Context: an optimization exercise on an open-source flow, tuned for a short achievable clock period. The choices shown serve that exercise and are no tape-out recipe.
RTL that was checked went through simulation tests only; none was proved equivalent to the original.
Only the layout flow was run in runs 1 and 3 to 6; the RTL was not checked for function there.
No activity file was given, so power comes from the tool's default toggle rates.

===== design/flow/run.sh =====
#!/bin/bash
# synth_recipe.tcl (not shown) runs the flow's synth.tcl, then flattens the netlist and writes it again
# the make line also repeats each setting of config.mk as NAME=value (left out here)
make -C /OpenROAD-flow-scripts/flow DESIGN_CONFIG=/design/flow/config.mk WORK_HOME=/design/flow/orfs CLKGATE_MAP_FILE= SYNTH_SCRIPT=/design/flow/synth_recipe.tcl finish

===== design/flow/design.v =====
module nb_engine (
    input  wire         clk,
    input  wire         rst,
    input  wire         cmd_valid,
    output wire         cmd_ready,
    input  wire [127:0] cmd_desc,
    output wire         busy,
    input  wire         src_valid,
    output wire         src_ready,
    input  wire [31:0]  src_data,
    output wire         dst_valid,
    output wire [31:0]  dst_data,
    input  wire [15:0]  cfg_wait_bound,
    input  wire         cfg_rfin_clk_low,
    output wire         bus_clk,
    output wire         bus_nrd,
    output wire         bus_start,
    output wire         bus_doe,
    output wire [7:0]   bus_dout,
    input  wire [7:0]   bus_din,
    input  wire         bus_nwait,
    output wire         irq_inhibit,
    input  wire [15:0]  owm_in,
    output wire         owm_we,
    output wire [15:0]  owm_wdata,
    output wire [1:0]   status_code,
    output wire [1:0]   status_where,
    output wire [31:0]  status_index,
    output wire [39:0]  status_addr
);
    localparam [15:0] M_BUS = 16'h01FF;
    localparam [7:0] OPC_POKE = 8'h01;
    localparam [7:0] OPC_PEEK = 8'h02;
    reg s_idle, s_end;
    reg s_a_nrd, s_a_start, s_a_dir, s_a_wait, s_a_ce1, s_a_ce2, s_a_ce3;
    reg s_a_drv, s_a_hi, s_a_lo, s_a_cx1, s_a_cx2;
    reg s_w_nrd, s_w_start, s_w_dir, s_w_ce1, s_w_ce2, s_w_ce3;
    reg s_w_drv, s_w_hi, s_w_lo, s_w_cx1, s_w_cx2, s_w_wait;
    reg s_r_dir, s_r_nrd, s_r_lo, s_r_hi, s_r_smp;
    reg s_f_clk, s_f_nrd, s_f_dir, s_f_wait;
    reg        busy_r, rdy_r;
    reg        op_peek;
    reg        rfin_clk;       
    reg [39:0] a;
    reg        pg;             
    reg [31:0] i;
    reg [31:0] left;           
    reg        more0;          
    reg        more1;          
    reg        wdone_d;        
    reg [31:0] w;
    reg [4:0]  k;              
    reg [15:0] owm_saved;
    reg        b1;             
    reg        bnz;            
    reg [15:0] r;
    reg        tmo;
    reg        clk_r, nrd_r, start_r, doe_r;
    reg [7:0]  dout_r;
    reg        irq_r;
    reg        owm_we_r;
    reg [15:0] owm_wdata_r;
    reg        dst_valid_r;
    reg [1:0]  st_code, st_where;
    reg [31:0] st_index;
    reg [39:0] st_addr;
    wire [7:0]  d_opc  = cmd_desc[127:120];
    wire [23:0] d_rsv  = cmd_desc[119:96];
    wire [31:0] d_n    = cmd_desc[95:64];
    wire [39:0] d_addr = cmd_desc[39:0];
    wire        d_poke = (d_opc == OPC_POKE);
    wire        d_peek = (d_opc == OPC_PEEK);
    wire        d_ok   = (d_rsv == 24'd0) && (d_poke || d_peek);
    wire accept   = s_idle & cmd_valid & d_ok;
    wire contract = s_idle & cmd_valid & ~d_ok;
    wire in_wait  = s_a_wait | s_w_wait | s_f_wait;
    wire go       = in_wait & bus_nwait;
    wire tmo_ev   = tmo & ~bus_nwait;           
    wire wdone    = s_w_wait & bus_nwait;
    wire rdone    = s_r_smp & k[3];
    wire inc      = wdone_d | rdone;
    wire to_rfin  = (s_a_cx2 & op_peek & ~more0) | (rdone & ~(more1 & ~pg));
    wire wait_next_fresh = s_a_dir | s_w_cx2 | s_f_dir;
    reg [7:0] a_byte;
    always @(*) begin
        a_byte = ({8{k[0]}} & a[7:0])   | ({8{k[1]}} & a[15:8]) |
                 ({8{k[2]}} & a[23:16]) | ({8{k[3]}} & a[31:24]) |
                 ({8{k[4]}} & a[39:32]);
    end
    reg [7:0] w_byte;
    always @(*) begin
        w_byte = ({8{k[0]}} & w[7:0])   | ({8{k[1]}} & w[15:8]) |
                 ({8{k[2]}} & w[23:16]) | ({8{k[3]}} & w[31:24]);
    end
    assign cmd_ready    = rdy_r;
    assign busy         = busy_r;
    assign src_ready    = s_w_nrd;
    assign dst_valid    = dst_valid_r;
    assign dst_data     = w;
    assign bus_clk      = clk_r;
    assign bus_nrd      = nrd_r;
    assign bus_start    = start_r;
    assign bus_doe      = doe_r;
    assign bus_dout     = dout_r;
    assign irq_inhibit  = irq_r;
    assign owm_we       = owm_we_r;
    assign owm_wdata    = owm_wdata_r;
    assign status_code  = st_code;
    assign status_where = st_where;
    assign status_index = st_index;
    assign status_addr  = st_addr;
    always @(posedge clk) begin
        rfin_clk <= cfg_rfin_clk_low;
        b1       <= (cfg_wait_bound == 16'd1);
        bnz      <= (cfg_wait_bound != 16'd0);
        r   <= in_wait ? r - 16'd1 : cfg_wait_bound;
        tmo <= ~rst & bnz & ((wait_next_fresh & b1) |
                             (in_wait & ~bus_nwait & ~tmo & (r == 16'd2)));
        wdone_d <= wdone;
        pg    <= (a[7:0] == 8'hFF);
        more0 <= (left != 32'd0);
        more1 <= (left[31:1] != 31'd0);
        if (s_idle) begin
            op_peek <= d_peek;
            a       <= d_addr;
            left    <= d_n;
            i       <= 32'd0;
        end else if (inc) begin
            a    <= a + 40'd1;
            i    <= i + 32'd1;
            left <= left - 32'd1;
        end
        if (s_w_nrd)
            w <= src_data;
        if (s_r_smp) begin
            if (k[0]) w[7:0]   <= bus_din;
            if (k[1]) w[15:8]  <= bus_din;
            if (k[2]) w[23:16] <= bus_din;
            if (k[3]) w[31:24] <= bus_din;
        end
        if (s_a_ce3 | s_w_ce3 | s_r_nrd)
            k <= 5'b00001;
        else if ((s_a_lo & ~k[4]) | (s_w_lo & ~k[3]) | (s_r_smp & ~k[3]))
            k <= {k[3:0], 1'b0};
        if (s_a_ce2 | s_w_ce2)
            owm_saved <= owm_in;
        if (s_a_ce3 | s_w_ce3)
            owm_wdata_r <= M_BUS;
        else if (s_a_cx1 | s_w_cx1)
            owm_wdata_r <= owm_saved;
    end
    always @(posedge clk) begin
        if (rst) begin
            s_idle <= 1'b1; s_end <= 1'b0;
            s_a_nrd <= 1'b0; s_a_start <= 1'b0; s_a_dir <= 1'b0; s_a_wait <= 1'b0;
            s_a_ce1 <= 1'b0; s_a_ce2 <= 1'b0; s_a_ce3 <= 1'b0;
            s_a_drv <= 1'b0; s_a_hi <= 1'b0; s_a_lo <= 1'b0; s_a_cx1 <= 1'b0; s_a_cx2 <= 1'b0;
            s_w_nrd <= 1'b0; s_w_start <= 1'b0; s_w_dir <= 1'b0;
            s_w_ce1 <= 1'b0; s_w_ce2 <= 1'b0; s_w_ce3 <= 1'b0;
            s_w_drv <= 1'b0; s_w_hi <= 1'b0; s_w_lo <= 1'b0; s_w_cx1 <= 1'b0; s_w_cx2 <= 1'b0;
            s_w_wait <= 1'b0;
            s_r_dir <= 1'b0; s_r_nrd <= 1'b0; s_r_lo <= 1'b0; s_r_hi <= 1'b0; s_r_smp <= 1'b0;
            s_f_clk <= 1'b0; s_f_nrd <= 1'b0; s_f_dir <= 1'b0; s_f_wait <= 1'b0;
            busy_r      <= 1'b0;
            rdy_r       <= 1'b1;
            clk_r       <= 1'b0;
            nrd_r       <= 1'b1;
            start_r     <= 1'b0;
            doe_r       <= 1'b1;
            dout_r      <= 8'd0;
            irq_r       <= 1'b0;
            owm_we_r    <= 1'b0;
            dst_valid_r <= 1'b0;
            st_code     <= 2'd0;
            st_where    <= 2'd0;
            st_index    <= 32'd0;
            st_addr     <= 40'd0;
        end else begin
            s_idle    <= (s_idle & ~accept) | s_end | tmo_ev;
            s_end     <= (accept & d_poke & (d_n == 32'd0)) |
                         (wdone & ~more1) |
                         (s_f_wait & bus_nwait & ~more0);
            s_a_nrd   <= (accept & ~(d_poke & (d_n == 32'd0))) |
                         (wdone & more1 & pg) |
                         (s_f_wait & bus_nwait & more0);
            s_a_start <= s_a_nrd;
            s_a_dir   <= s_a_start;
            s_a_wait  <= s_a_dir | (s_a_wait & ~bus_nwait & ~tmo);
            s_a_ce1   <= s_a_wait & bus_nwait;
            s_a_ce2   <= s_a_ce1;
            s_a_ce3   <= s_a_ce2;
            s_a_drv   <= s_a_ce3 | (s_a_lo & ~k[4]);
            s_a_hi    <= s_a_drv;
            s_a_lo    <= s_a_hi;
            s_a_cx1   <= s_a_lo & k[4];
            s_a_cx2   <= s_a_cx1;
            s_w_nrd   <= (s_a_cx2 & ~op_peek) | (wdone & more1 & ~pg) |
                         (s_w_nrd & ~src_valid);
            s_w_start <= s_w_nrd & src_valid;
            s_w_dir   <= s_w_start;
            s_w_ce1   <= s_w_dir;
            s_w_ce2   <= s_w_ce1;
            s_w_ce3   <= s_w_ce2;
            s_w_drv   <= s_w_ce3 | (s_w_lo & ~k[3]);
            s_w_hi    <= s_w_drv;
            s_w_lo    <= s_w_hi;
            s_w_cx1   <= s_w_lo & k[3];
            s_w_cx2   <= s_w_cx1;
            s_w_wait  <= s_w_cx2 | (s_w_wait & ~bus_nwait & ~tmo);
            s_r_dir   <= (s_a_cx2 & op_peek & more0) | (rdone & more1 & ~pg);
            s_r_nrd   <= s_r_dir;
            s_r_lo    <= s_r_nrd | (s_r_smp & ~k[3]);
            s_r_hi    <= s_r_lo;
            s_r_smp   <= s_r_hi;
            s_f_clk   <= to_rfin & rfin_clk;
            s_f_nrd   <= (to_rfin & ~rfin_clk) | s_f_clk;
            s_f_dir   <= s_f_nrd;
            s_f_wait  <= s_f_dir | (s_f_wait & ~bus_nwait & ~tmo);
            if (accept) begin
                busy_r <= 1'b1;
                rdy_r  <= 1'b0;
            end else if (s_end | tmo_ev) begin
                busy_r <= 1'b0;
                rdy_r  <= 1'b1;
            end
            if (s_a_hi | s_w_hi | s_r_hi)
                clk_r <= 1'b1;
            else if (s_a_lo | s_w_lo | s_r_lo | s_f_clk)
                clk_r <= 1'b0;
            if (s_r_nrd)
                nrd_r <= 1'b0;
            else if (s_a_nrd | (s_w_nrd & src_valid) | s_f_nrd)
                nrd_r <= 1'b1;
            if (s_a_start)
                start_r <= 1'b1;
            else if (s_a_drv)
                start_r <= k[0];
            else if (s_w_start | s_w_drv)
                start_r <= 1'b0;
            if (s_r_dir)
                doe_r <= 1'b0;
            else if (s_a_dir | s_w_dir | s_f_dir)
                doe_r <= 1'b1;
            if (s_a_drv)
                dout_r <= a_byte;
            else if (s_w_drv)
                dout_r <= w_byte;
            if (s_a_ce1 | s_w_ce1)
                irq_r <= 1'b1;
            else if (s_a_cx2 | s_w_cx2)
                irq_r <= 1'b0;
            owm_we_r    <= s_a_ce3 | s_w_ce3 | s_a_cx1 | s_w_cx1;
            dst_valid_r <= rdone;
            if (tmo_ev) begin
                st_code  <= 2'd1;
                st_where <= s_a_wait ? 2'd0 : s_w_wait ? 2'd1 : 2'd2;
                st_index <= i;
                st_addr  <= a;
            end else if (contract) begin
                st_code  <= 2'd2;
                st_where <= 2'd3;
                st_index <= 32'd0;
                st_addr  <= 40'd0;
            end else if (s_end) begin
                st_code  <= 2'd0;
                st_where <= 2'd0;
                st_index <= 32'd0;
                st_addr  <= 40'd0;
            end
        end
    end
endmodule

===== design/flow/constraint.sdc =====
create_clock -name core_clock -period 4.5 [get_ports {clk}]
set_input_delay 0.9000 -clock core_clock [delete_from_list [all_inputs] [get_ports {clk}]]
set_output_delay 0.9000 -clock core_clock [all_outputs]
set_load 0.01 [all_outputs]

===== design/flow/config.mk =====
export PLATFORM = sky130hd
export DESIGN_NAME = nb_engine
export DESIGN_NICKNAME = nb_engine
export VERILOG_FILES = /design/flow/design.v
export SDC_FILE = /design/flow/constraint.sdc
export NUM_CORES = 4
export LEC_CHECK = 0
export ABC_CLOCK_PERIOD_IN_PS = 1500
export CAP_MARGIN = 20
export CORE_MARGIN = 2
export CORE_UTILIZATION = 40
export SETUP_SLACK_MARGIN = 2.5
export SLEW_MARGIN = 20

==> results of run 1 <==
## synth_stat cells (17+ instances only)
master,n,area share (%)
a22oi_1,25,1.3
nand3_1,41,1.5
xnor2_1,58,3.6
mux2i_1,37,2.7
nor3_1,26,0.93
clkbuf_1,69,1.9
dfxtp_1,237,34
o21ai_0,87,3.1
nor4_1,37,1.7
nor2_1,114,3.1
inv_1,17,0.46
nand4_1,29,1.3
a21oi_1,41,1.5
xor2_1,47,3.0
nand2_1,178,4.8
edfxtp_1,89,19
nor2b_1,23,1.0
a22o_1,72,4.5
## final cells by class
type | count | area (um2)
well taps | 455 | 569
fillers | 3051 | 14800
repair buffers | 434 | 3670
clock buffers | 56 | 1120
multi-input cells | 987 | 6620
inverters | 17 | 63.8
flip-flops and latches | 326 | 7500
diodes | 3 | 7.51
clock inverters | 9 | 124
## metal layers
metal	GRT usage (%)	vias to the layer above	part of all wire [%]
met5	0	-	0.062
met4	7.22	4	2.5
met1	31.4	5772	44
met2	40.3	391	47
li1	-	5925	-
met3	4.47	69	6.4
## layout by cell type, fill, tap and decap left out, drive strengths merged, types with 4 or more instances in the layout
cell type / count
or2: 8
or4b: 4
a222oi: 9
xor2: 47
a22oi: 25
and3: 15
clkbuf: 80
or3: 9
clkdlybuf4s50: 139
dfxtp: 237
edfxtp: 89
buf: 224
nor2b: 23
clkinv: 5
a21o: 6
nand2: 178
nor4: 42
mux2: 5
ha: 5
o21ai: 100
dlygate4sd2: 5
xnor2: 58
inv: 18
nor3b: 6
a21oi: 41
nor2: 115
a311oi: 8
nor3: 31
mux2i: 37
nand4: 29
or4: 12
and2: 13
a22o: 72
nand3: 41
a31oi: 11
and4: 11
clkdlybuf4s15: 34
dlymetal6s2s: 7
## sequential cells by signal (all words and copies together), names as in the netlist, 2 cells and up
register / flops
r: 16
left: 32
owm_saved: 16
w: 32
dout_r: 8
st_where: 2
st_index: 32
i: 32
st_addr: 40
a: 40
st_code: 2
k: 5
owm_wdata_r: 16
## metrics by stage
step / worst slack, ns / util [%]
finish: 2.12 / 57.1
global route: 2.06 / 57.1
detailed placement: 1.47 / 51.0
global placement: 1.49 / 51.0
floorplan: 2.23 / -
CTS: 2.17 / 56.5
## logic make-up after synthesis
logic type | after synthesis | synth area share [%]
and+or+nand+nor | 543 | 19.6
DFF | 326 | 53.2
AOI/OAI and AO/OA | 289 | 13.9
buffers and inverters | 108 | 3.12
xor gates and xnor gates | 105 | 6.60
muxes | 42 | 3.06
adders and majority gates | 5 | 0.449
## path summary, 6_finish.rpt
check	from	endpoint	slack, ns	cells past startpoint
setup / recovery	left[6]	left[19]	2.12	6
hold / removal	s_w_ce2	s_w_ce3	0.44	1
setup reg to reg	left[6]	left[19]	2.12	6
hold reg to reg	s_w_ce2	s_w_ce3	0.44	1
## timing repair
item,CTS,global route
endpoints found under the setup margin,336,190
pin swaps,33,45
buffers inserted,56,40
cloned,9,0
hold endpoints to repair,0,0
gates resized for setup,636,159
## report_power, final
| part | internal [W] | switching (W) | total [W] |
|---|---|---|---|
| Sequential | 0.00308 | 0.0000783 | 0.00316 |
| Combinational | 0.000282 | 0.000205 | 0.000487 |
| Clock | 0.00188 | 0.00119 | 0.00308 |
| Total | 0.00525 | 0.00148 | 0.00672 |
==> results.sh, run 1 <==
export IMPL_slew_headroom_pct=40.3
export IMPL_arrival_ns=2.63
export IMPL_fin_tns_setup_ns=0
export IMPL_initialDrtViolationCount=874
export IMPL_die_y_um=191
export IMPL_period_share_pct=52.9
export IMPL_rsz0062_at_grt="true"
export IMPL_core_area_um2=34500
export IMPL_dieArea_um2=36300
export IMPL_clkSinkCount=326
export IMPL_skew_ns=0.0146
export IMPL_cap_viol_max_count=0
export IMPL_ios=348
export IMPL_place_hpwl_um=29400
export IMPL_clk_latency_ns=0.52
export IMPL_peakVddDrop_uv=249
export IMPL_cp_cell_sequence="or4_4 > buf_6 > or4b_4 > nor3_2 > xnor2_1 > o21ai_1"
export IMPL_critPathCaptureType="flip-flop"
export IMPL_dr_pass1_iters=5
export IMPL_start_util_pct=40.4
export IMPL_fin_area_um2=19700
export IMPL_synthCells=1418
export IMPL_ys_types=60
export IMPL_ys_seq_area_share_pct=53.2
export IMPL_synth_seq_cells=326
export IMPL_cts_max_level=2
export IMPL_dominantRegCellSynth="dfxtp_1"
export IMPL_num_vias=12200
export IMPL_cts_hold_buf=0
export IMPL_critPathMaxStageDelay_ns=0.57
export IMPL_cp_max_fo=6
export IMPL_wl_um=44800
export IMPL_ys_async_sr_fraction_pct=0
export IMPL_cts_root_buf="clkbuf_16"
export IMPL_path_delay_family="simple AND/OR/NAND/NOR gates"
export IMPL_finalSetupViolCount=0
export IMPL_max_clock_path_buffers=3
export IMPL_drive_gt1_share_pct=26.2
export IMPL_syn_to_final_growth_pct=41.2
export IMPL_port_buffers=323
export IMPL_finalHoldViolCount=0
export IMPL_overflow=0
export IMPL_grt_usage_pct=24.0
export IMPL_yosysWarnings=1
export IMPL_total_leakage_power_nw=7.73
export IMPL_synth_edf_count=89
export IMPL_tightest_slew_ns=0.895
export IMPL_nets=2014
export IMPL_avgRoutedWirePerCell_um=19.6
export IMPL_rows=68
export IMPL_cp_required_ns=4.75
export IMPL_placedCellCount=2114
export IMPL_fin_crit_ns=2.38
export IMPL_numCtsBuffers=37
export IMPL_syn_avg_cell_area_um2=9.83
export IMPL_drtAntennaViolNets=0
export IMPL_min_path_type="reg -> reg"
export IMPL_holdWs_ns=0.444
export IMPL_syn_nets=1629
export IMPL_cts_tree="built"
export IMPL_grt_antenna_before_repair=5
export IMPL_path_buf_inv=1
export IMPL_grt_first_pass_wirelength_um=67900
export IMPL_stdcell_count=2287
export IMPL_startpoint_type="flip-flop"
export IMPL_grt_max_degree=74
export IMPL_die_x_um=191
export IMPL_status="finished clean"
export IMPL_p_per_area_nw_per_um2=342
export IMPL_drv_slew=0
export IMPL_clkTransAtPathRegs_ns=0.06
export IMPL_synth_area_um2=13900
export IMPL_max_freq_mhz=420
export IMPL_critPathKind="reg -> reg"
export IMPL_place_congestion=0.843
export IMPL_finalPower_w=0.00672
export IMPL_vias_per_cell=5.32
export IMPL_postPlaceCellArea_um2=17600
export IMPL_slowest_stage="or4_4"
export IMPL_route_detailed_drc=0
export IMPL_first_global_vias=11900
==> run 2: changes to the inputs <==
--- a/design/flow/design.v
+++ b/design/flow/design.v
@@ -44,8 +44,10 @@
     reg [39:0] a;
+    reg [39:0] a1;             
     reg        pg;             
     reg [31:0] i;
+    reg [31:0] i1;             
     reg [31:0] left;           
+    reg [31:0] left1;          
     reg        more0;          
     reg        more1;          
-    reg        wdone_d;        
     reg [31:0] w;
@@ -53,2 +55,3 @@
     reg [15:0] owm_saved;
+    reg [15:0] bq;
     reg        b1;             
@@ -80,3 +83,3 @@
     wire rdone    = s_r_smp & k[3];
-    wire inc      = wdone_d | rdone;
+    wire inc      = wdone | rdone;
     wire to_rfin  = (s_a_cx2 & op_peek & ~more0) | (rdone & ~(more1 & ~pg));
@@ -113,9 +116,12 @@
         rfin_clk <= cfg_rfin_clk_low;
-        b1       <= (cfg_wait_bound == 16'd1);
-        bnz      <= (cfg_wait_bound != 16'd0);
-        r   <= in_wait ? r - 16'd1 : cfg_wait_bound;
+        bq       <= cfg_wait_bound;
+        b1       <= (bq == 16'd1);
+        bnz      <= (bq != 16'd0);
+        r   <= in_wait ? r - 16'd1 : bq;
         tmo <= ~rst & bnz & ((wait_next_fresh & b1) |
                              (in_wait & ~bus_nwait & ~tmo & (r == 16'd2)));
-        wdone_d <= wdone;
+        a1    <= a + 40'd1;
         pg    <= (a[7:0] == 8'hFF);
+        i1    <= i + 32'd1;
+        left1 <= left - 32'd1;
         more0 <= (left != 32'd0);
@@ -128,5 +134,5 @@
         end else if (inc) begin
-            a    <= a + 40'd1;
-            i    <= i + 32'd1;
-            left <= left - 32'd1;
+            a    <= a1;
+            i    <= i1;
+            left <= left1;
         end
==> run 2 against run 1 <==
Net effect:
- global-route usage shrank 1.9 points
- combinational power up 9.0%
- wire length is 9.1% higher
- critical path type is now in -> reg
- total power grew 27%
- cell count increased by 6.5%
- still clean on timing, DRC and antenna
==> results.sh, run 2 <==
export IMPL_status="finished clean"
export IMPL_p_sw_share_pct=22.3
export IMPL_p_sw_w=0.00190
export IMPL_largestRegisters="a1 (40), a (40), st_addr (40)"
export IMPL_synthTopCellsByArea="dfxtp_1 43%, edfxtp_1 16%, mux2_2 4.9%"
export IMPL_cp_max_fo=5
export IMPL_syn_avg_cell_area_um2=11.0
export IMPL_drive_gt1_share_pct=28.1
export IMPL_num_vias=12700
export IMPL_cap_viol_max_count=0
export IMPL_peakVddDrop_uv=260
export IMPL_syn_to_final_growth_pct=34.9
export IMPL_fin_ws_ns=2.19
export IMPL_place_ws_ns=1.15
export IMPL_finalHoldViolCount=0
export IMPL_power_internal_w=0.00664
export IMPL_arrival_ns=2.82
export IMPL_critPathMaxStageDelay_ns=0.57
export IMPL_cts_max_level=2
export IMPL_ios=348
export IMPL_period_share_pct=51.3
export IMPL_nets=2077
export IMPL_final_cell_mix="260 x dfxtp_1, 176 x nand2_1, 135 x clkdlybuf4s50_1"
export IMPL_cts_root_buf="clkbuf_16"
export IMPL_yosysMostFrequentCell="dfxtp_1"
export IMPL_ys_async_sr_fraction_pct=0
export IMPL_critPathCaptureType="flip-flop"
export IMPL_cts_hold_buf=0
export IMPL_numCtsBuffers=47
export IMPL_min_path_type="reg -> reg"
export IMPL_rrSetupSlack_ns=2.50
export IMPL_cts_tree="built"
export IMPL_fillers=3604
export IMPL_drv_slew=0
export IMPL_ys_types=59
export IMPL_cp_cell_sequence="buf_2 > nor4_1 > nand2_1 > or4_4 > a21oi_4 > buf_6 > buf_12 > buf_12 > clkbuf_16 > a22o_1"
export IMPL_pwr_share_comb_pct=6.2
export IMPL_critPathKind="in -> reg"
export IMPL_die_y_um=207
export IMPL_p_seq_share_pct=50.7
export IMPL_place_congestion=0.833
export IMPL_drtAntennaViolNets=0
export IMPL_skew_ns=0.0248
export IMPL_first_global_vias=12800
export IMPL_start_util_pct=40.5
export IMPL_wl_um=48900
export IMPL_clkTransAtPathRegs_ns=0.06
export IMPL_multi_input_area_um2=6710
export IMPL_p_per_area_nw_per_um2=383
export IMPL_synth_seq_cells=445
export IMPL_ys_seq_area_share_pct=59.2
export IMPL_overflow=0
export IMPL_max_clock_path_buffers=3
export IMPL_cp_required_ns=5.01
export IMPL_max_freq_mhz=433
export IMPL_dr_pass1_iters=5
export IMPL_fin_tns_setup_ns=0
export IMPL_initialDrtViolationCount=919
export IMPL_dominantRegCellSynth="dfxtp_1"
export IMPL_slew_headroom_pct=45.2
export IMPL_avgRoutedWirePerCell_um=20.1
export IMPL_startpoint_type="input pin"
export IMPL_syn_nets=1713
export IMPL_tightest_slew_ns=0.820
export IMPL_yosysWarnings=1
export IMPL_synth_top_cell_area_share_pct=43.1
export IMPL_seqCellArea_um2=9930
export IMPL_finalSetupViolCount=0
export IMPL_place_hpwl_um=30600
export IMPL_synth_area_um2=16500
export IMPL_clkSinkCount=445
export IMPL_layout_commonest_cell="dfxtp_1"
export IMPL_rows=74
export IMPL_grt_usage_pct=22.1
export IMPL_synth_largest_area_cell="dfxtp_1"
export IMPL_synthTopCellsByCount="356 x dfxtp_1, 179 x nand2_1, 97 x nor2_1, 89 x edfxtp_1, 77 x a22o_1"
export IMPL_route_detailed_drc=0
export IMPL_fin_crit_ns=2.31
export IMPL_clk_latency_ns=0.58
export IMPL_synthCells=1501
export IMPL_die_x_um=207
export IMPL_pwr_share_clk_pct=43.1
export IMPL_slowest_stage="or4_4"
export IMPL_synth_edf_count=89
export IMPL_core_area_um2=40800
export IMPL_rsz0062_at_grt="true"
export IMPL_total_leakage_power_nw=8.71
export IMPL_grt_first_pass_wirelength_um=75000
export IMPL_cpMostUsedCell="buf_12"
export IMPL_dieArea_um2=43000
export IMPL_grt_max_degree=73
export IMPL_utilization_pct=54.7
export IMPL_port_buffers=323
export IMPL_grt_antenna_before_repair=5
export IMPL_vias_per_cell=5.22
[run 2: power by group through the flow]
stage / clock network (W) / logic, W / registers [W]
2_1_floorplan: 0 / 0.000170 / 0.00438
3_3_place_gp: 0 / 0.000473 / 0.00440
3_5_place_dp: 0 / 0.000479 / 0.00440
4_1_cts: 0.00377 / 0.000504 / 0.00432
5_1_grt: 0.00392 / 0.000567 / 0.00434
6_report: 0.00369 / 0.000531 / 0.00433
[run 2: cell families after synthesis]
logic type               Yosys count  synth area share [%]
multiplexers                     106                  6.96
buffers and inverters            105                  2.90
AO/OA/AOI/OAI                    246                  10.4
flip-flops                       445                  59.2
AND/OR/NAND/NOR                  484                  14.3
adder cells (fa/ha/maj)            6                 0.454
XOR/XNOR                         109                  5.77
[run 2: path summary, 6_finish.rpt]
check	start	end	cells after the start
setup / recovery	cmd_desc[118]	st_addr[2]	10
hold reg to reg	i1[4]	i[4]	2
setup reg to reg	s_idle	st_addr[24]	7
hold / removal	i1[4]	i[4]	2
[run 2: worst max-delay path: cells and delay by family]
kind / cells / cell delay [ns]
AND/OR/NAND/NOR: 3 / 0.96
buffers and inverters: 5 / 0.64
AO/OA/AOI/OAI: 2 / 0.31
[run 2: metal layers]
metal / global-route usage [%] / wire (um) / vias up
li1: - / - / 6089
met1: 29.7 / 22000 / 6178
met2: 34.4 / 22600 / 376
met3: 4.69 / 2910 / 81
met4: 9.11 / 1360 / 4
met5: 0 / 27 / -
[run 2: area by class of cell]
cell class / count / area share [%]
inverter: 25 / 0.420
clock inverter: 10 / 0.370
clock buffer: 75 / 6.06
tap: 532 / 2.98
antenna: 3 / 0.0336
sequential: 445 / 44.5
multi-input combinational: 956 / 30.1
timing repair buffer: 390 / 15.6
[run 2: what timing repair did]
item / in CTS / in global routing
endpoints found under the setup margin: 409 / 131
gates resized for setup: 816 / 71
pin swaps: 27 / 29
buffers inserted: 28 / 18
endpoints found under the hold margin: 0 / 0
cloned: 13 / 5
[run 2: through the flow]
| stage | total power, W | hold slack, ns | instances | instance area (um2) |
|---|---|---|---|---|
| 6_report | 0.00855 | 0.433 | 2436 | 22300 |
| 5_1_grt | 0.00884 | 0.445 | 2436 | 22300 |
| 4_1_cts | 0.00860 | 0.438 | 2410 | 21800 |
| 3_5_place_dp | 0.00488 | 0.430 | 2284 | 20200 |
| 3_3_place_gp | 0.00487 | 0.423 | 2284 | 20200 |
| 2_1_floorplan | 0.00455 | 0.394 | 1501 | 16600 |
==> run 3: changes to the inputs <==
--- a/design/flow/design.v
+++ b/design/flow/design.v
@@ -40,3 +40,3 @@
     reg s_f_clk, s_f_nrd, s_f_dir, s_f_wait;
-    reg        busy_r, rdy_r;
+    reg        busy_r, rdy_r, srdy_r;
     reg        op_peek;
@@ -44,10 +44,11 @@
     reg [39:0] a;
-    reg [39:0] a1;             
-    reg        pg;             
+    reg        ca0;            
+    reg        ca1;            
     reg [31:0] i;
-    reg [31:0] i1;             
-    reg [31:0] left;           
-    reg [31:0] left1;          
+    reg        ci0;            
+    reg [31:0] left;
+    reg        zl0;            
     reg        more0;          
     reg        more1;          
+    reg        wdone_d;        
     reg [31:0] w;
@@ -55,3 +56,2 @@
     reg [15:0] owm_saved;
-    reg [15:0] bq;
     reg        b1;             
@@ -59,2 +59,3 @@
     reg [15:0] r;
+    reg        r2;             
     reg        tmo;
@@ -73,5 +74,7 @@
     wire [39:0] d_addr = cmd_desc[39:0];
-    wire        d_poke = (d_opc == OPC_POKE);
-    wire        d_peek = (d_opc == OPC_PEEK);
-    wire        d_ok   = (d_rsv == 24'd0) && (d_poke || d_peek);
+    wire        d_opc_hi0 = (d_opc[7:2] == 6'd0);
+    wire        d_poke = d_opc_hi0 & ~d_opc[1] &  d_opc[0];
+    wire        d_peek = d_opc_hi0 &  d_opc[1] & ~d_opc[0];
+    wire        d_ok   = (d_rsv == 24'd0) & d_opc_hi0 & (d_opc[1] ^ d_opc[0]);
+    wire        d_n0   = (d_n == 32'd0);
     wire accept   = s_idle & cmd_valid & d_ok;
@@ -79,3 +82,2 @@
     wire in_wait  = s_a_wait | s_w_wait | s_f_wait;
-    wire go       = in_wait & bus_nwait;
     wire tmo_ev   = tmo & ~bus_nwait;           
@@ -83,19 +85,22 @@
     wire rdone    = s_r_smp & k[3];
-    wire inc      = wdone | rdone;
-    wire to_rfin  = (s_a_cx2 & op_peek & ~more0) | (rdone & ~(more1 & ~pg));
+    wire inc      = wdone_d | rdone;
+    wire to_rfin  = (s_a_cx2 & op_peek & ~more0) | (rdone & ~(more1 & ~ca0));
     wire wait_next_fresh = s_a_dir | s_w_cx2 | s_f_dir;
-    reg [7:0] a_byte;
-    always @(*) begin
-        a_byte = ({8{k[0]}} & a[7:0])   | ({8{k[1]}} & a[15:8]) |
-                 ({8{k[2]}} & a[23:16]) | ({8{k[3]}} & a[31:24]) |
-                 ({8{k[4]}} & a[39:32]);
-    end
-    reg [7:0] w_byte;
-    always @(*) begin
-        w_byte = ({8{k[0]}} & w[7:0])   | ({8{k[1]}} & w[15:8]) |
-                 ({8{k[2]}} & w[23:16]) | ({8{k[3]}} & w[31:24]);
-    end
+    wire [7:0] a_byte = ({8{k[0]}} & a[7:0])   | ({8{k[1]}} & a[15:8]) |
+                        ({8{k[2]}} & a[23:16]) | ({8{k[3]}} & a[31:24]) |
+                        ({8{k[4]}} & a[39:32]);
+    wire [7:0] w_byte = ({8{k[0]}} & w[7:0])   | ({8{k[1]}} & w[15:8]) |
+                        ({8{k[2]}} & w[23:16]) | ({8{k[3]}} & w[31:24]);
+    wire st_ld   = tmo_ev & ~rst;
+    wire st_hold = ~(rst | contract | s_end | tmo_ev);
+    wire [3:0] w_smp = {4{s_r_smp}} & k[3:0];
+    wire [31:0] w_nx =
+        ({32{s_w_nrd}} & src_data) |
+        ({{8{w_smp[3]}}, {8{w_smp[2]}}, {8{w_smp[1]}}, {8{w_smp[0]}}} & {4{bus_din}}) |
+        ({32{~s_w_nrd}} & ~{{8{w_smp[3]}}, {8{w_smp[2]}}, {8{w_smp[1]}}, {8{w_smp[0]}}} & w);
+    wire owm_m = s_a_ce3 | s_w_ce3;
+    wire owm_s = s_a_cx1 | s_w_cx1;
     assign cmd_ready    = rdy_r;
     assign busy         = busy_r;
-    assign src_ready    = s_w_nrd;
+    assign src_ready    = srdy_r;
     assign dst_valid    = dst_valid_r;
@@ -116,12 +121,13 @@
         rfin_clk <= cfg_rfin_clk_low;
-        bq       <= cfg_wait_bound;
-        b1       <= (bq == 16'd1);
-        bnz      <= (bq != 16'd0);
-        r   <= in_wait ? r - 16'd1 : bq;
+        b1       <= (cfg_wait_bound == 16'd1);
+        bnz      <= (cfg_wait_bound != 16'd0);
+        r   <= in_wait ? r - 16'd1 : cfg_wait_bound;
+        r2  <= in_wait ? (r == 16'd3) : (cfg_wait_bound == 16'd2);
         tmo <= ~rst & bnz & ((wait_next_fresh & b1) |
-                             (in_wait & ~bus_nwait & ~tmo & (r == 16'd2)));
-        a1    <= a + 40'd1;
-        pg    <= (a[7:0] == 8'hFF);
-        i1    <= i + 32'd1;
-        left1 <= left - 32'd1;
+                             (in_wait & ~bus_nwait & ~tmo & r2));
+        wdone_d <= wdone;
+        ca0   <= (a[7:0] == 8'hFF);
+        ca1   <= (a[23:8] == 16'hFFFF);
+        ci0   <= (i[15:0] == 16'hFFFF);
+        zl0   <= (left[15:0] == 16'd0);
         more0 <= (left != 32'd0);
@@ -134,14 +140,15 @@
         end else if (inc) begin
-            a    <= a1;
-            i    <= i1;
-            left <= left1;
+            a[7:0]    <= a[7:0] + 8'd1;
+            if (ca0)
+                a[23:8] <= a[23:8] + 16'd1;
+            if (ca0 & ca1)
+                a[39:24] <= a[39:24] + 16'd1;
+            i[15:0]   <= i[15:0] + 16'd1;
+            if (ci0)
+                i[31:16] <= i[31:16] + 16'd1;
+            left[15:0] <= left[15:0] - 16'd1;
+            if (zl0)
+                left[31:16] <= left[31:16] - 16'd1;
         end
-        if (s_w_nrd)
-            w <= src_data;
-        if (s_r_smp) begin
-            if (k[0]) w[7:0]   <= bus_din;
-            if (k[1]) w[15:8]  <= bus_din;
-            if (k[2]) w[23:16] <= bus_din;
-            if (k[3]) w[31:24] <= bus_din;
-        end
+        w <= w_nx;
         if (s_a_ce3 | s_w_ce3 | s_r_nrd)
@@ -152,6 +159,12 @@
             owm_saved <= owm_in;
-        if (s_a_ce3 | s_w_ce3)
-            owm_wdata_r <= M_BUS;
-        else if (s_a_cx1 | s_w_cx1)
-            owm_wdata_r <= owm_saved;
+        owm_wdata_r <= ({16{owm_m}} & M_BUS) | ({16{owm_s}} & owm_saved) |
+                       ({16{~(owm_m | owm_s)}} & owm_wdata_r);
+    end
+    always @(posedge clk) begin
+        st_index <= ({32{st_ld}} & i) | ({32{st_hold}} & st_index);
+        st_addr  <= ({40{st_ld}} & a) | ({40{st_hold}} & st_addr);
+        st_code  <= ({2{st_ld}} & 2'd1) | ({2{contract & ~rst}} & 2'd2) |
+                    ({2{st_hold}} & st_code);
+        st_where <= ({2{st_ld}} & {s_f_wait, s_w_wait}) |
+                    ({2{contract & ~rst}} & 2'd3) | ({2{st_hold}} & st_where);
     end
@@ -179,13 +192,9 @@
             dst_valid_r <= 1'b0;
-            st_code     <= 2'd0;
-            st_where    <= 2'd0;
-            st_index    <= 32'd0;
-            st_addr     <= 40'd0;
         end else begin
             s_idle    <= (s_idle & ~accept) | s_end | tmo_ev;
-            s_end     <= (accept & d_poke & (d_n == 32'd0)) |
+            s_end     <= (accept & d_poke & d_n0) |
                          (wdone & ~more1) |
                          (s_f_wait & bus_nwait & ~more0);
-            s_a_nrd   <= (accept & ~(d_poke & (d_n == 32'd0))) |
-                         (wdone & more1 & pg) |
+            s_a_nrd   <= (accept & ~(d_poke & d_n0)) |
+                         (wdone & more1 & ca0) |
                          (s_f_wait & bus_nwait & more0);
@@ -202,3 +211,3 @@
             s_a_cx2   <= s_a_cx1;
-            s_w_nrd   <= (s_a_cx2 & ~op_peek) | (wdone & more1 & ~pg) |
+            s_w_nrd   <= (s_a_cx2 & ~op_peek) | (wdone & more1 & ~ca0) |
                          (s_w_nrd & ~src_valid);
@@ -215,3 +224,3 @@
             s_w_wait  <= s_w_cx2 | (s_w_wait & ~bus_nwait & ~tmo);
-            s_r_dir   <= (s_a_cx2 & op_peek & more0) | (rdone & more1 & ~pg);
+            s_r_dir   <= (s_a_cx2 & op_peek & more0) | (rdone & more1 & ~ca0);
             s_r_nrd   <= s_r_dir;
@@ -257,22 +266,9 @@
                 irq_r <= 1'b0;
-            owm_we_r    <= s_a_ce3 | s_w_ce3 | s_a_cx1 | s_w_cx1;
+            owm_we_r    <= owm_m | owm_s;
             dst_valid_r <= rdone;
-            if (tmo_ev) begin
-                st_code  <= 2'd1;
-                st_where <= s_a_wait ? 2'd0 : s_w_wait ? 2'd1 : 2'd2;
-                st_index <= i;
-                st_addr  <= a;
-            end else if (contract) begin
-                st_code  <= 2'd2;
-                st_where <= 2'd3;
-                st_index <= 32'd0;
-                st_addr  <= 40'd0;
-            end else if (s_end) begin
-                st_code  <= 2'd0;
-                st_where <= 2'd0;
-                st_index <= 32'd0;
-                st_addr  <= 40'd0;
-            end
         end
     end
+    always @(posedge clk)
+        srdy_r <= ~rst & ((s_a_cx2 & ~op_peek) | (wdone & more1 & ~ca0) |
+                          (s_w_nrd & ~src_valid));
 endmodule
--- a/design/flow/config.mk
+++ b/design/flow/config.mk
@@ -7,3 +7,3 @@
 export LEC_CHECK = 0
-export ABC_CLOCK_PERIOD_IN_PS = 1500
+export ABC_CLOCK_PERIOD_IN_PS = 100
 export CAP_MARGIN = 20
==> run 3 against run 2 <==
Net effect:
- still clean on timing, DRC and antenna
- core utilization rose by 1.9 points
- sequential cell count fell by 114
- register-to-register slack improved by 0.02 ns
- design area fell by 13%
- cell count fell by 3.6%
- fmax rose by 6.0%
- critical path depth fell by 1
- synthesized cell count rose by 1.5%
- sequential share of layout area fell by 5.5 points
- hold slack barely moved
- clock power fell by 17%
- via count barely moved
==> results.sh, run 3 <==
export IMPL_rows=68
export IMPL_synth_largest_area_cell="dfxtp_1"
export IMPL_largestRegisters="a (40), st_addr (40)"
export IMPL_cts_root_buf="clkbuf_16"
export IMPL_holdCritStartpoint="s_r_dir"
export IMPL_drive_gt1_share_pct=22.0
export IMPL_clk_latency_ns=0.52
export IMPL_yosysMostFrequentCell="nand2_1"
export IMPL_tightest_slew_ns=0.925
export IMPL_place_hpwl_um=30200
export IMPL_cts_tree="built"
export IMPL_min_path_type="reg -> reg"
export IMPL_grt_first_pass_wirelength_um=69100
export IMPL_dieArea_um2=36400
export IMPL_peakVddDrop_uv=264
export IMPL_synthCells=1523
export IMPL_ys_async_sr_fraction_pct=0
export IMPL_cts_max_level=2
export IMPL_start_util_pct=40.5
export IMPL_max_freq_mhz=459
export IMPL_numCtsBuffers=38
export IMPL_skew_ns=0.0143
export IMPL_rsz0062_at_grt="true"
export IMPL_synth_edf_count=89
export IMPL_final_cell_mix="323 x nand2_1, 182 x dfxtp_1, 153 x clkdlybuf4s50_1"
export IMPL_cts_hold_buf=0
export IMPL_p_sw_w=0.00149
export IMPL_dr_pass1_iters=7
export IMPL_finalSetupViolCount=0
export IMPL_wl_um=45200
export IMPL_ys_seq_area_share_pct=53.9
export IMPL_max_clock_path_buffers=3
export IMPL_p_per_area_nw_per_um2=345
export IMPL_fin_crit_ns=2.18
export IMPL_grt_usage_pct=24.1
export IMPL_drv_slew=0
export IMPL_num_vias=12700
export IMPL_total_leakage_power_nw=7.46
export IMPL_grt_antenna_before_repair=0
export IMPL_core_area_um2=34500
export IMPL_pwr_share_comb_pct=6.8
export IMPL_nets=2080
export IMPL_power_internal_w=0.00522
export IMPL_cp_required_ns=4.95
export IMPL_die_x_um=191
export IMPL_p_sw_share_pct=22.3
export IMPL_initialDrtViolationCount=983
export IMPL_seqCellArea_um2=7600
export IMPL_synthTopCellsByCount="326 x nand2_1, 242 x dfxtp_1, 151 x o21ai_0, 89 x edfxtp_1, 89 x nor2_1"
export IMPL_slew_headroom_pct=37.9
export IMPL_route_detailed_drc=0
export IMPL_syn_to_final_growth_pct=39.7
export IMPL_holdWs_ns=0.433
export IMPL_first_global_vias=12300
export IMPL_critPathKind="in -> reg"
export IMPL_finalPower_w=0.00672
export IMPL_clkSinkCount=331
export IMPL_die_y_um=191
export IMPL_avgRoutedWirePerCell_um=19.2
export IMPL_place_ws_ns=1.30
export IMPL_syn_avg_cell_area_um2=9.16
export IMPL_fin_ws_ns=2.32
export IMPL_synth_top_cell_area_share_pct=34.7
export IMPL_multi_input_area_um2=6470
export IMPL_routed_wl_met2_um=20700
export IMPL_syn_nets=1738
export IMPL_startpoint="cmd_desc[124]"
export IMPL_synth_area_um2=14000
export IMPL_overflow=0
export IMPL_layout_commonest_cell="nand2_1"
export IMPL_vias_per_cell=5.42
export IMPL_pwr_share_clk_pct=45.5
export IMPL_yosysWarnings=1
export IMPL_finalHoldViolCount=0
export IMPL_grt_max_degree=80
export IMPL_r2r_start="left[1]"
export IMPL_ys_types=61
export IMPL_ios=348
export IMPL_port_buffers=323
export IMPL_place_congestion=0.894
export IMPL_synthTopCellsByArea="dfxtp_1 35%, edfxtp_1 19%, nand2_1 8.8%"
export IMPL_wl_met3_um=2960
export IMPL_wirelength_met1_um=20500
export IMPL_antennaDiodeCount=0
export IMPL_p_seq_share_pct=47.7
export IMPL_period_share_pct=48.4
export IMPL_cp_max_fo=4
export IMPL_dominantRegCellSynth="dfxtp_1"
export IMPL_synth_seq_cells=331
export IMPL_arrival_ns=2.63
export IMPL_dr_max_layer_used="met4"
export IMPL_fillers=3136
export IMPL_critPathCaptureType="flip-flop"
export IMPL_drtAntennaViolNets=0
export IMPL_startpoint_type="input pin"
export IMPL_cap_viol_max_count=0
export IMPL_status="finished clean"
export IMPL_fin_tns_setup_ns=0
export IMPL_clkTransAtPathRegs_ns=0.06
run 3: cell count changes after synthesis, moves of 12 or more:
| cell | previous run | this run |
|---|---|---|
| dfxtp_1 | 356 | 242 |
| xnor2_1 | 71 | 50 |
| mux2i_1 | 34 | 3 |
| a21oi_1 | 76 | 36 |
| mux2_2 | 72 | 3 |
| a22o_1 | 77 | 7 |
| nand2_1 | 179 | 326 |
| o21ai_0 | 27 | 151 |
| clkbuf_1 | 64 | 82 |
| nor4_1 | 32 | 44 |
| nand3_1 | 46 | 31 |
| or4_1 | 6 | 20 |
| a22oi_1 | 19 | 56 |
run 3: path summary, 6_finish.rpt:
path	end	slack (ns)	cells past startpoint
worst max-delay path	st_addr[31]	2.32	9
worst min-delay path	doe_r	0.43	1
worst max register to register	left[12]	2.52	6
worst min register to register	doe_r	0.43	1
run 3: kinds of logic after synthesis:
group	share of synthesized area (%)
xor+xnor	4.90
flops	53.9
buf+inv	3.26
compound gates	15.1
mux	0.457
fa+ha+maj	0.807
simple gates	21.6
run 3: power groups by stage:
stage                     Combinational, W  Clock (W)  Sequential (W)
final                             0.000460    0.00305         0.00320
after CTS                         0.000434    0.00311         0.00320
after global routing              0.000497    0.00325         0.00321
after detailed placement          0.000389          0         0.00326
after floorplan                   0.000162          0         0.00322
after global placement            0.000387          0         0.00326
run 3: area by class of cell:
cell class              instances  area share [%]
flip-flops and latches        331            39.0
inverters                      30           0.578
clock buffers                  58            6.00
clock inverters                11           0.398
repair buffers                392            17.9
multi-input cells            1072            33.2
well taps                     455            2.92
run 3: worst max-delay path: stages:
cell,delay (ns)
buf_6,0.09
or4_4,0.54
buf_6,0.14
nor4_4,0.17
a31oi_4,0.21
buf_8,0.20
buf_6,0.13
buf_16,0.13
o21ai_1,0.11
run 3: what timing repair did:
item | CTS | global route
pin swaps | 21 | 33
buffers inserted | 24 | 28
gates cloned | 7 | 0
endpoints found under the setup margin | 350 | 218
gates resized for setup | 606 | 137
run 3: routing by layer:
layer  up-vias  track usage (%)
li1       6142                -
met1      6076             33.3
met2       438             38.9
met3        76             4.05
met4         0             6.56
met5         -                0
run 3: stage by stage:
| stage | cell area, um2 | util, % | cells |
|---|---|---|---|
| after floorplan | 14000 | - | 1523 |
| after global placement | 17600 | 51.1 | 2221 |
| after detailed placement | 17600 | 51.1 | 2221 |
| after CTS | 19400 | 56.2 | 2321 |
| after global routing | 19500 | 56.6 | 2349 |
| final | 19500 | 56.6 | 2349 |
==> run 4: changes to the inputs <==
--- a/design/flow/config.mk
+++ b/design/flow/config.mk
@@ -7,3 +7,3 @@
 export LEC_CHECK = 0
-export ABC_CLOCK_PERIOD_IN_PS = 100
+export ABC_CLOCK_PERIOD_IN_PS = 1500
 export CAP_MARGIN = 20
==> run 4 against run 3 <==
Net effect:
- register-to-register slack about the same
- design area unchanged
- worst setup slack unchanged
- critical path depth unchanged
- clock power about the same
- sequential cell count unchanged
- wire length unchanged
- fmax unchanged
- largest cell class unchanged
==> results.sh, run 4 <==
export IMPL_start_util_pct=40.5
export IMPL_nets=2080
export IMPL_ys_seq_area_share_pct=53.9
export IMPL_place_hpwl_um=30200
export IMPL_min_path_type="reg -> reg"
export IMPL_layout_commonest_cell="nand2_1"
export IMPL_syn_to_final_growth_pct=39.7
export IMPL_cts_root_buf="clkbuf_16"
export IMPL_core_area_um2=34500
export IMPL_overflow=0
export IMPL_die_x_um=191
export IMPL_syn_nets=1738
export IMPL_synth_largest_area_cell="dfxtp_1"
export IMPL_ios=348
export IMPL_grt_max_degree=80
export IMPL_dr_pass1_iters=7
export IMPL_port_buffers=323
export IMPL_vias_per_cell=5.42
export IMPL_route_detailed_drc=0
export IMPL_max_clock_path_buffers=3
export IMPL_cts_max_level=2
export IMPL_numCtsBuffers=38
export IMPL_finalSetupViolCount=0
export IMPL_fin_crit_ns=2.18
export IMPL_cts_hold_buf=0
export IMPL_max_freq_mhz=459
export IMPL_initialDrtViolationCount=983
export IMPL_first_global_vias=12300
export IMPL_finalHoldViolCount=0
export IMPL_yosysMostFrequentCell="nand2_1"
export IMPL_arrival_ns=2.63
export IMPL_rows=68
export IMPL_peakVddDrop_uv=264
export IMPL_drive_gt1_share_pct=22.0
export IMPL_synthCells=1523
export IMPL_grt_first_pass_wirelength_um=69100
export IMPL_drtAntennaViolNets=0
export IMPL_clk_latency_ns=0.52
export IMPL_cts_tree="built"
export IMPL_final_cell_mix="323 x nand2_1, 182 x dfxtp_1, 153 x clkdlybuf4s50_1"
export IMPL_clkTransAtPathRegs_ns=0.06
export IMPL_rsz0062_at_grt="true"
export IMPL_cp_max_fo=4
export IMPL_synthTopCellsByCount="326 x nand2_1, 242 x dfxtp_1, 151 x o21ai_0, 89 x edfxtp_1, 89 x nor2_1"
export IMPL_die_y_um=191
export IMPL_largestRegisters="a (40), st_addr (40)"
export IMPL_clkSinkCount=331
export IMPL_holdWs_ns=0.433
export IMPL_p_per_area_nw_per_um2=345
export IMPL_holdCritStartpoint="s_r_dir"
export IMPL_synth_top_cell_area_share_pct=34.7
export IMPL_dieArea_um2=36400
export IMPL_syn_avg_cell_area_um2=9.16
export IMPL_fin_tns_setup_ns=0
export IMPL_synth_seq_cells=331
export IMPL_r2r_start="left[1]"
export IMPL_ys_types=61
export IMPL_startpoint_type="input pin"
export IMPL_wl_um=45200
export IMPL_synth_edf_count=89
export IMPL_place_congestion=0.894
export IMPL_ys_async_sr_fraction_pct=0
export IMPL_synthTopCellsByArea="dfxtp_1 35%, edfxtp_1 19%, nand2_1 8.8%"
export IMPL_num_vias=12700
export IMPL_cp_required_ns=4.95
export IMPL_antennaDiodeCount=0
export IMPL_startpoint="cmd_desc[124]"
export IMPL_period_share_pct=48.4
export IMPL_total_leakage_power_nw=7.46
export IMPL_status="finished clean"
export IMPL_synth_area_um2=14000
export IMPL_critPathKind="in -> reg"
export IMPL_critPathCaptureType="flip-flop"
export IMPL_grt_usage_pct=24.1
export IMPL_slew_headroom_pct=37.9
export IMPL_drv_slew=0
export IMPL_skew_ns=0.0143
export IMPL_yosysWarnings=1
export IMPL_cap_viol_max_count=0
export IMPL_dominantRegCellSynth="dfxtp_1"
export IMPL_avgRoutedWirePerCell_um=19.2
export IMPL_tightest_slew_ns=0.925
export IMPL_grt_antenna_before_repair=0
run 4: cell counts after synthesis:
Identical to the previous run, type by type.
run 4: final timing paths:
| path | to | slack (ns) | depth (start not counted) |
|---|---|---|---|
| worst max-delay path | st_addr[31] | 2.32 | 9 |
| worst min-delay path | doe_r | 0.43 | 1 |
| worst max register to register | left[12] | 2.52 | 6 |
| worst min register to register | doe_r | 0.43 | 1 |
run 4: logic make-up after synthesis:
kind of cell,synth area share (%)
XOR/XNOR,4.90
multiplexers,0.457
adder cells (fa/ha/maj),0.807
flip-flops,53.9
buffers and inverters,3.26
AND/OR/NAND/NOR,21.6
AO/OA/AOI/OAI,15.1
run 4: layout make-up:
type | instances | area (um2)
fill | 3136 | 15000
sequential | 331 | 7600
multi-input combinational | 1072 | 6470
timing repair buffer | 392 | 3500
clock buffer | 58 | 1170
tap | 455 | 569
inverter | 30 | 113
clock inverter | 11 | 77.6
run 4: timing repair:
action	CTS	global route
endpoints found under the setup margin	350	218
resized for setup	606	137
pin swaps	21	33
setup buffers	24	28
gates cloned	7	0
run 4: routing by layer:
metal / vias up / GRT usage (%) / routed length [um]
met3: 76 / 4.05 / 2960
met1: 6076 / 33.3 / 20500
met2: 438 / 38.9 / 20700
li1: 6142 / - / -
met5: - / 0 / 0
met4: 0 / 6.56 / 1040
run 4: critical path: stages:
cell and delay (ns):
buf_6 0.09, or4_4 0.54, buf_6 0.14, nor4_4 0.17
a31oi_4 0.21, buf_8 0.20, buf_6 0.13, buf_16 0.13
o21ai_1 0.11
run 4: stage by stage:
stage	cells	power (W)	instance area (um2)	util, %	setup slack (ns)
finish	2349	0.00672	19500	56.6	2.32
global route	2349	0.00695	19500	56.6	2.26
CTS	2321	0.00675	19400	56.2	2.28
detailed placement	2221	0.00365	17600	51.1	1.30
global placement	2221	0.00365	17600	51.1	1.36
floorplan	1523	0.00338	14000	-	2.01
run 4: power breakdown:
part	switching (W)	internal (W)	leakage (nW)	total [W]
Sequential	0.0000915	0.00311	2.88	0.00320
Clock	0.00121	0.00185	0.613	0.00305
Combinational	0.000194	0.000266	3.96	0.000460
Total	0.00149	0.00522	7.46	0.00672
==> run 5: changes to the inputs <==
==> design/flow/flow/run.sh (new file) <==
#!/bin/bash
# Own layout flow: the standard ORFS flow, with the port buffers
# inserted as regular buffers instead of the library's default pick.
set -euo pipefail
export BUFFER_PORTS_ARGS="-buffer_cell sky130_fd_sc_hd__buf_4"
bash standard.sh > standard.log 2>&1
==> design/flow/standard.sh (new file) <==
#!/bin/bash
# synth_recipe.tcl (not shown) runs the flow's synth.tcl, then flattens the netlist and writes it again
# the make line also repeats each setting of config.mk as NAME=value (left out here)
make -C /OpenROAD-flow-scripts/flow DESIGN_CONFIG=/design/flow/config.mk WORK_HOME=/design/flow/orfs CLKGATE_MAP_FILE= SYNTH_SCRIPT=/design/flow/synth_recipe.tcl "${@:-finish}"
removed: design/flow/run.sh
==> run 5 against run 4 <==
Net effect:
- global-route usage down 1.3 points
- hold slack improved by 0.012 ns
- synthesized area did not move
- wire length fell by 3.6%
- clock skew fell by 0.0022 ns
- core utilization down 1.6 points
- sequential cell count stayed put
- non-clock buffer count decreased by 21
- design area is 2.9% lower
- critical path type unchanged
- highest routed layer unchanged
==> results.sh, run 5 <==
export IMPL_skew_ns=0.0121
export IMPL_place_ws_ns=1.21
export IMPL_clkSinkCount=331
export IMPL_initialDrtViolationCount=862
export IMPL_postPlaceCellArea_um2=16800
export IMPL_rsz0062_at_grt="true"
export IMPL_slew_headroom_pct=41.8
export IMPL_yosysWarnings=1
export IMPL_status="finished clean"
export IMPL_arrival_ns=2.59
export IMPL_wl_um=43600
export IMPL_clkTransAtPathRegs_ns=0.06
export IMPL_syn_nets=1738
export IMPL_dominantRegCellSynth="dfxtp_1"
export IMPL_yosysMostFrequentCell="nand2_1"
export IMPL_syn_to_final_growth_pct=35.7
export IMPL_dr_pass1_iters=5
export IMPL_critPathKind="in -> reg"
export IMPL_startpoint_type="input pin"
export IMPL_cts_root_buf="clkbuf_16"
export IMPL_rows=68
export IMPL_cts_tree="built"
export IMPL_synth_edf_count=89
export IMPL_finalHoldViolCount=0
export IMPL_avgRoutedWirePerCell_um=18.7
export IMPL_ios=348
export IMPL_synth_top_cell_area_share_pct=34.7
export IMPL_ys_seq_area_share_pct=53.9
export IMPL_synth_seq_cells=331
export IMPL_cts_max_level=2
export IMPL_grt_first_pass_wirelength_um=64900
export IMPL_fin_crit_ns=2.18
export IMPL_dieArea_um2=36400
export IMPL_max_freq_mhz=458
export IMPL_drive_gt1_share_pct=27.7
export IMPL_max_clock_path_buffers=3
export IMPL_numCtsBuffers=37
export IMPL_nets=2060
export IMPL_synthTopCellsByCount="326 x nand2_1, 242 x dfxtp_1, 151 x o21ai_0, 89 x edfxtp_1, 89 x nor2_1"
export IMPL_clk_latency_ns=0.52
export IMPL_period_share_pct=48.5
export IMPL_wirelength_met1_um=19200
export IMPL_cap_viol_max_count=0
export IMPL_cts_hold_buf=0
export IMPL_dr_max_layer_used="met4"
export IMPL_die_y_um=191
export IMPL_first_global_vias=11900
export IMPL_fin_ws_ns=2.32
export IMPL_port_buffers=323
export IMPL_drtAntennaViolNets=0
export IMPL_fin_area_um2=18900
export IMPL_place_hpwl_um=29800
export IMPL_fin_tns_setup_ns=0
export IMPL_overflow=0
export IMPL_place_congestion=0.869
export IMPL_finalSetupViolCount=0
export IMPL_min_path_type="reg -> reg"
export IMPL_synthTopCellsByArea="dfxtp_1 35%, edfxtp_1 19%, nand2_1 8.8%"
export IMPL_largestRegisters="a (40), st_addr (40)"
export IMPL_ys_async_sr_fraction_pct=0
export IMPL_ys_types=61
export IMPL_grt_antenna_before_repair=1
export IMPL_grt_max_degree=109
export IMPL_cp_max_fo=3
export IMPL_num_vias=12600
export IMPL_tightest_slew_ns=0.866
export IMPL_critPathCaptureType="flip-flop"
export IMPL_utilization_pct=55.0
export IMPL_p_per_area_nw_per_um2=351
export IMPL_route_detailed_drc=0
export IMPL_synthCells=1523
export IMPL_synth_largest_area_cell="dfxtp_1"
export IMPL_routed_wl_met2_um=19600
export IMPL_core_area_um2=34500
export IMPL_start_util_pct=40.5
export IMPL_drv_slew=0
export IMPL_peakVddDrop_uv=245
export IMPL_wl_met3_um=3300
export IMPL_finalPower_w=0.00664
export IMPL_syn_avg_cell_area_um2=9.16
export IMPL_final_cell_mix="352 x buf_4, 323 x nand2_1, 235 x dfxtp_1"
export IMPL_total_leakage_power_nw=7.47
export IMPL_grt_usage_pct=22.8
export IMPL_cp_required_ns=4.91
export IMPL_die_x_um=191
export IMPL_layout_commonest_cell="buf_4"
export IMPL_vias_per_cell=5.40
export IMPL_synth_area_um2=14000
## run 5: kinds of logic after synthesis
kind of cell / Yosys count / share of synthesized area (%)
xor+xnor: 78 / 4.90
mux: 6 / 0.457
buf+inv: 121 / 3.26
flops: 331 / 53.9
compound gates: 335 / 15.1
simple gates: 643 / 21.6
fa+ha+maj: 9 / 0.807
## run 5: power breakdown
group | internal, W | leakage, nW | total, W | switching [W]
Sequential | 0.00311 | 2.88 | 0.00321 | 0.0000947
Combinational | 0.000222 | 3.98 | 0.000404 | 0.000183
Clock | 0.00182 | 0.609 | 0.00303 | 0.00121
## run 5: final timing paths
kind | start | end | slack, ns | depth (start not counted)
worst min-delay path | s_r_dir | doe_r | 0.45 | 1
worst max-delay path | cmd_desc[123] | s_a_nrd | 2.32 | 5
worst min register to register | s_r_dir | doe_r | 0.45 | 1
worst max register to register | left[10] | left[15] | 2.51 | 4
## run 5: what timing repair did
| item | in CTS | in global routing |
|---|---|---|
| pin swaps | 17 | 33 |
| gates resized for setup | 56 | 95 |
| setup endpoints to repair | 229 | 173 |
| buffers inserted | 16 | 18 |
| cloned | 6 | 2 |
## run 5: cell type report
type	instances	area (um2)
fillers	3108	15500
clock buffers	53	1100
well taps	455	569
multi-input cells	1074	6490
diodes	1	2.50
inverters	30	115
flip-flops and latches	331	7530
clock inverters	15	129
repair buffers	371	3000
## run 5: critical path, stage by stage
cell and delay [ns]:
buf_6 0.09, or4_4 0.56, or3_4 0.36, or4_4 0.45, a31o_1 0.23
## run 5: per-layer routing
metal / up-vias / global-route usage (%)
li1: 6108 / -
met1: 5925 / 31.0
met2: 452 / 35.7
met3: 86 / 4.67
met4: 0 / 8.29
met5: - / 0
## run 5: metrics by stage
step / cells / hold slack (ns)
floorplan: 1523 / 0.413
global placement: 2219 / 0.432
detailed placement: 2219 / 0.438
CTS: 2309 / 0.450
global route: 2330 / 0.464
finish: 2330 / 0.445
==> run 6: changes to the inputs <==
==> design/flow/flow/run.sh (replaced) <==
#!/bin/bash
# Own layout flow: the standard ORFS flow, with the port buffers
# inserted as regular buffers and a clock tree with larger sink clusters.
set -euo pipefail
export BUFFER_PORTS_ARGS="-buffer_cell sky130_fd_sc_hd__buf_4"
export CTS_ARGS="-sink_clustering_enable -repair_clock_nets -sink_clustering_size 24 -sink_clustering_max_diameter 100 -root_buf sky130_fd_sc_hd__clkbuf_16 -buf_list sky130_fd_sc_hd__clkbuf_16"
bash standard.sh > standard.log 2>&1
==> run 6 against run 5 <==
Net effect:
- global-route usage down 0.39 points
- sequential share of layout area up 1.6 points
- via count fell by 1.7%
- combinational power up 2%
- total power down 21%
- first-iteration DRC count decreased by 5.3%
- core utilization is 2.2 points lower
- critical endpoint unchanged
==> results.sh, run 6 <==
export IMPL_status="finished clean"
export IMPL_cp_required_ns=4.91
export IMPL_syn_to_final_growth_pct=30.4
export IMPL_grt_max_degree=109
export IMPL_synthCells=1523
export IMPL_clk_latency_ns=0.52
export IMPL_hold_depth=1
export IMPL_start_util_pct=40.5
export IMPL_holdWs_ns=0.450
export IMPL_synth_area_um2=14000
export IMPL_rows=68
export IMPL_critPathKind="in -> reg"
export IMPL_initialDrtViolationCount=816
export IMPL_ys_seq_area_share_pct=53.9
export IMPL_ys_async_sr_fraction_pct=0
export IMPL_cts_hold_buf=0
export IMPL_yosysWarnings=1
export IMPL_cap_viol_max_count=0
export IMPL_synth_edf_count=89
export IMPL_min_path_type="reg -> reg"
export IMPL_postPlaceCellArea_um2=16800
export IMPL_tightest_slew_ns=0.849
export IMPL_synth_largest_area_cell="dfxtp_1"
export IMPL_finalSetupViolCount=0
export IMPL_overflow=0
export IMPL_dieArea_um2=36400
export IMPL_clkSinkCount=331
export IMPL_syn_avg_cell_area_um2=9.16
export IMPL_r2r_cells=5
export IMPL_critPathCaptureType="flip-flop"
export IMPL_p_sw_w=0.00123
export IMPL_rsz0062_at_grt="true"
export IMPL_fillers=3206
export IMPL_power_internal_w=0.00403
export IMPL_dr_pass1_iters=8
export IMPL_first_global_vias=11600
export IMPL_route_detailed_drc=0
export IMPL_p_sw_share_pct=23.4
export IMPL_syn_nets=1738
export IMPL_fin_area_um2=18200
export IMPL_vias_per_cell=5.40
export IMPL_synthTopCellsByArea="dfxtp_1 35%, edfxtp_1 19%, nand2_1 8.8%"
export IMPL_cts_tree="built"
export IMPL_ios=348
export IMPL_grt_first_pass_wirelength_um=64100
export IMPL_finalHoldViolCount=0
export IMPL_fin_crit_ns=2.16
export IMPL_drive_gt1_share_pct=27.0
export IMPL_cp_max_fo=3
export IMPL_place_congestion=0.869
export IMPL_drv_slew=0
export IMPL_dominantRegCellSynth="dfxtp_1"
export IMPL_ys_types=61
export IMPL_p_per_area_nw_per_um2=289
export IMPL_skew_ns=0.0212
export IMPL_cpMostUsedCell="or4_4"
export IMPL_arrival_ns=2.58
export IMPL_synthTopCellsByCount="326 x nand2_1, 242 x dfxtp_1, 151 x o21ai_0, 89 x edfxtp_1, 89 x nor2_1"
export IMPL_grt_antenna_before_repair=1
export IMPL_nets=2042
export IMPL_total_leakage_power_nw=7.13
export IMPL_finalPower_w=0.00526
export IMPL_p_seq_share_pct=60.9
export IMPL_max_freq_mhz=462
export IMPL_startpoint_type="input pin"
export IMPL_synth_seq_cells=331
export IMPL_utilization_pct=52.8
export IMPL_pwr_share_comb_pct=7.8
export IMPL_cp_cell_sequence="buf_6 > or4_4 > or3_4 > or4_4 > a31o_1"
export IMPL_largestRegisters="a (40), st_addr (40)"
export IMPL_num_vias=12400
export IMPL_place_hpwl_um=29800
export IMPL_port_buffers=323
export IMPL_max_clock_path_buffers=3
export IMPL_cts_root_buf="clkbuf_16"
export IMPL_critPathMaxStageDelay_ns=0.56
export IMPL_slew_headroom_pct=42.9
export IMPL_wl_um=42900
export IMPL_layout_commonest_cell="buf_4"
export IMPL_synth_top_cell_area_share_pct=34.7
export IMPL_seqCellArea_um2=7530
export IMPL_avgRoutedWirePerCell_um=18.7
export IMPL_fin_tns_setup_ns=0
export IMPL_slowest_stage="or4_4"
export IMPL_clkTransAtPathRegs_ns=0.10
export IMPL_cts_max_level=1
export IMPL_numCtsBuffers=17
export IMPL_period_share_pct=48.1
export IMPL_pwr_share_clk_pct=31.3
export IMPL_yosysMostFrequentCell="nand2_1"
export IMPL_peakVddDrop_uv=218
export IMPL_grt_usage_pct=22.4
export IMPL_die_x_um=191
export IMPL_final_cell_mix="354 x buf_4, 324 x nand2_1, 233 x dfxtp_1"
export IMPL_multi_input_area_um2=6490
export IMPL_die_y_um=191
export IMPL_core_area_um2=34500
export IMPL_drtAntennaViolNets=0
-- run 6: power groups by stage --
stage	Sequential (W)	Combinational (W)	Clock (W)
CTS	0.00320	0.000386	0.00170
floorplan	0.00322	0.000162	0
global route	0.00321	0.000448	0.00180
finish	0.00320	0.000411	0.00165
detailed placement	0.00326	0.000345	0
global placement	0.00326	0.000342	0
-- run 6: final cells by class --
| type | instances | area share (%) |
|---|---|---|
| Antenna cell | 1 | 0.0138 |
| Clock buffer | 17 | 2.34 |
| Clock inverter | 8 | 0.179 |
| Inverter | 30 | 0.646 |
| Multi-Input combinational cell | 1074 | 35.7 |
| Sequential cell | 331 | 41.4 |
| Tap cell | 455 | 3.13 |
| Timing Repair Buffer | 373 | 16.6 |
-- run 6: kinds of logic after synthesis --
group / synth area share, %
AO/OA/AOI/OAI: 15.1
XOR/XNOR: 4.90
adder cells (fa/ha/maj): 0.807
buffers and inverters: 3.26
flip-flops: 53.9
multiplexers: 0.457
AND/OR/NAND/NOR: 21.6
-- run 6: worst paths after layout --
kind,from,slack [ns],endpoint
min reg2reg,s_r_dir,0.45,doe_r
max,cmd_desc[123],2.34,s_a_nrd
max reg2reg,left[18],2.50,left[31]
min,s_r_dir,0.45,doe_r
-- run 6: metal layers --
layer / track usage, % / part of all wire (%) / vias to the layer above / routed length (um)
met4: 5.93 / 2.2 / 0 / 955
met2: 35.6 / 46 / 424 / 19600
met5: 0 / 0 / - / 0
met1: 31.6 / 45 / 5849 / 19200
met3: 3.72 / 7.2 / 53 / 3070
li1: - / - / 6035 / -
-- run 6: timing repair --
action | 4_1_cts | 5_1_grt
resized for setup | 59 | 95
pin swaps | 21 | 38
buffers inserted | 18 | 16
setup endpoints to repair | 233 | 144
endpoints found under the hold margin | 0 | 0
cloned | 7 | 3
-- run 6: metrics by stage --
step                      worst slack (ns)  cells
after floorplan                       2.01   1523
after global placement                1.20   2219
after detailed placement              1.21   2219
after CTS                             2.34   2269
after global routing                  2.31   2289
final                                 2.34   2289
-- run 6: critical path: cells and delay by family --
family	cells	cell delay [ns]
and+or+nand+nor	3	1.36
AOI/OAI and AO/OA	1	0.22
buffers and inverters	1	0.09

[separate check: timing with driven ports]
In the flow no input, the clock included, has a driving cell. The finished layouts below were timed again as built, in two steps. Step 1 assumes that a clkbuf_16 drives the clock port and a buf_2 every other input. Step 2 times the ports against the registers' clock, not the clock port: input delays grow and output delays shrink by t, the midpoint of the rising clock arrivals with the driver on. Slacks: no drivers / after step 1 / after step 2; pairs: no drivers / after step 1.
run	t, ns	setup slack, ns	hold WS [ns]	clock arrival spread, ns	worst data-port slew with drivers (ns)
run 1	0.566	2.119 / 2.119 / 2.024	0.444 / 0.444 / 0.444	0.016 / 0.016	0.11
run 2	0.627	2.190 / 2.228 / 1.601	0.433 / 0.433 / 0.433	0.025 / 0.025	0.10
run 3	0.562	2.320 / 2.337 / 1.775	0.433 / 0.433 / 0.433	0.015 / 0.015	0.08
run 4	0.562	2.320 / 2.337 / 1.775	0.433 / 0.433 / 0.433	0.015 / 0.015	0.08
run 5	0.563	2.317 / 2.335 / 1.772	0.445 / 0.445 / 0.445	0.013 / 0.012	0.08
run 6	0.557	2.337 / 2.354 / 1.797	0.450 / 0.450 / 0.450	0.033 / 0.032	0.07
After both steps every run listed still meets setup and hold. The setup slack of run 2, which loses most, moves by +0.038 ns with the drivers and by -0.589 ns with both steps.
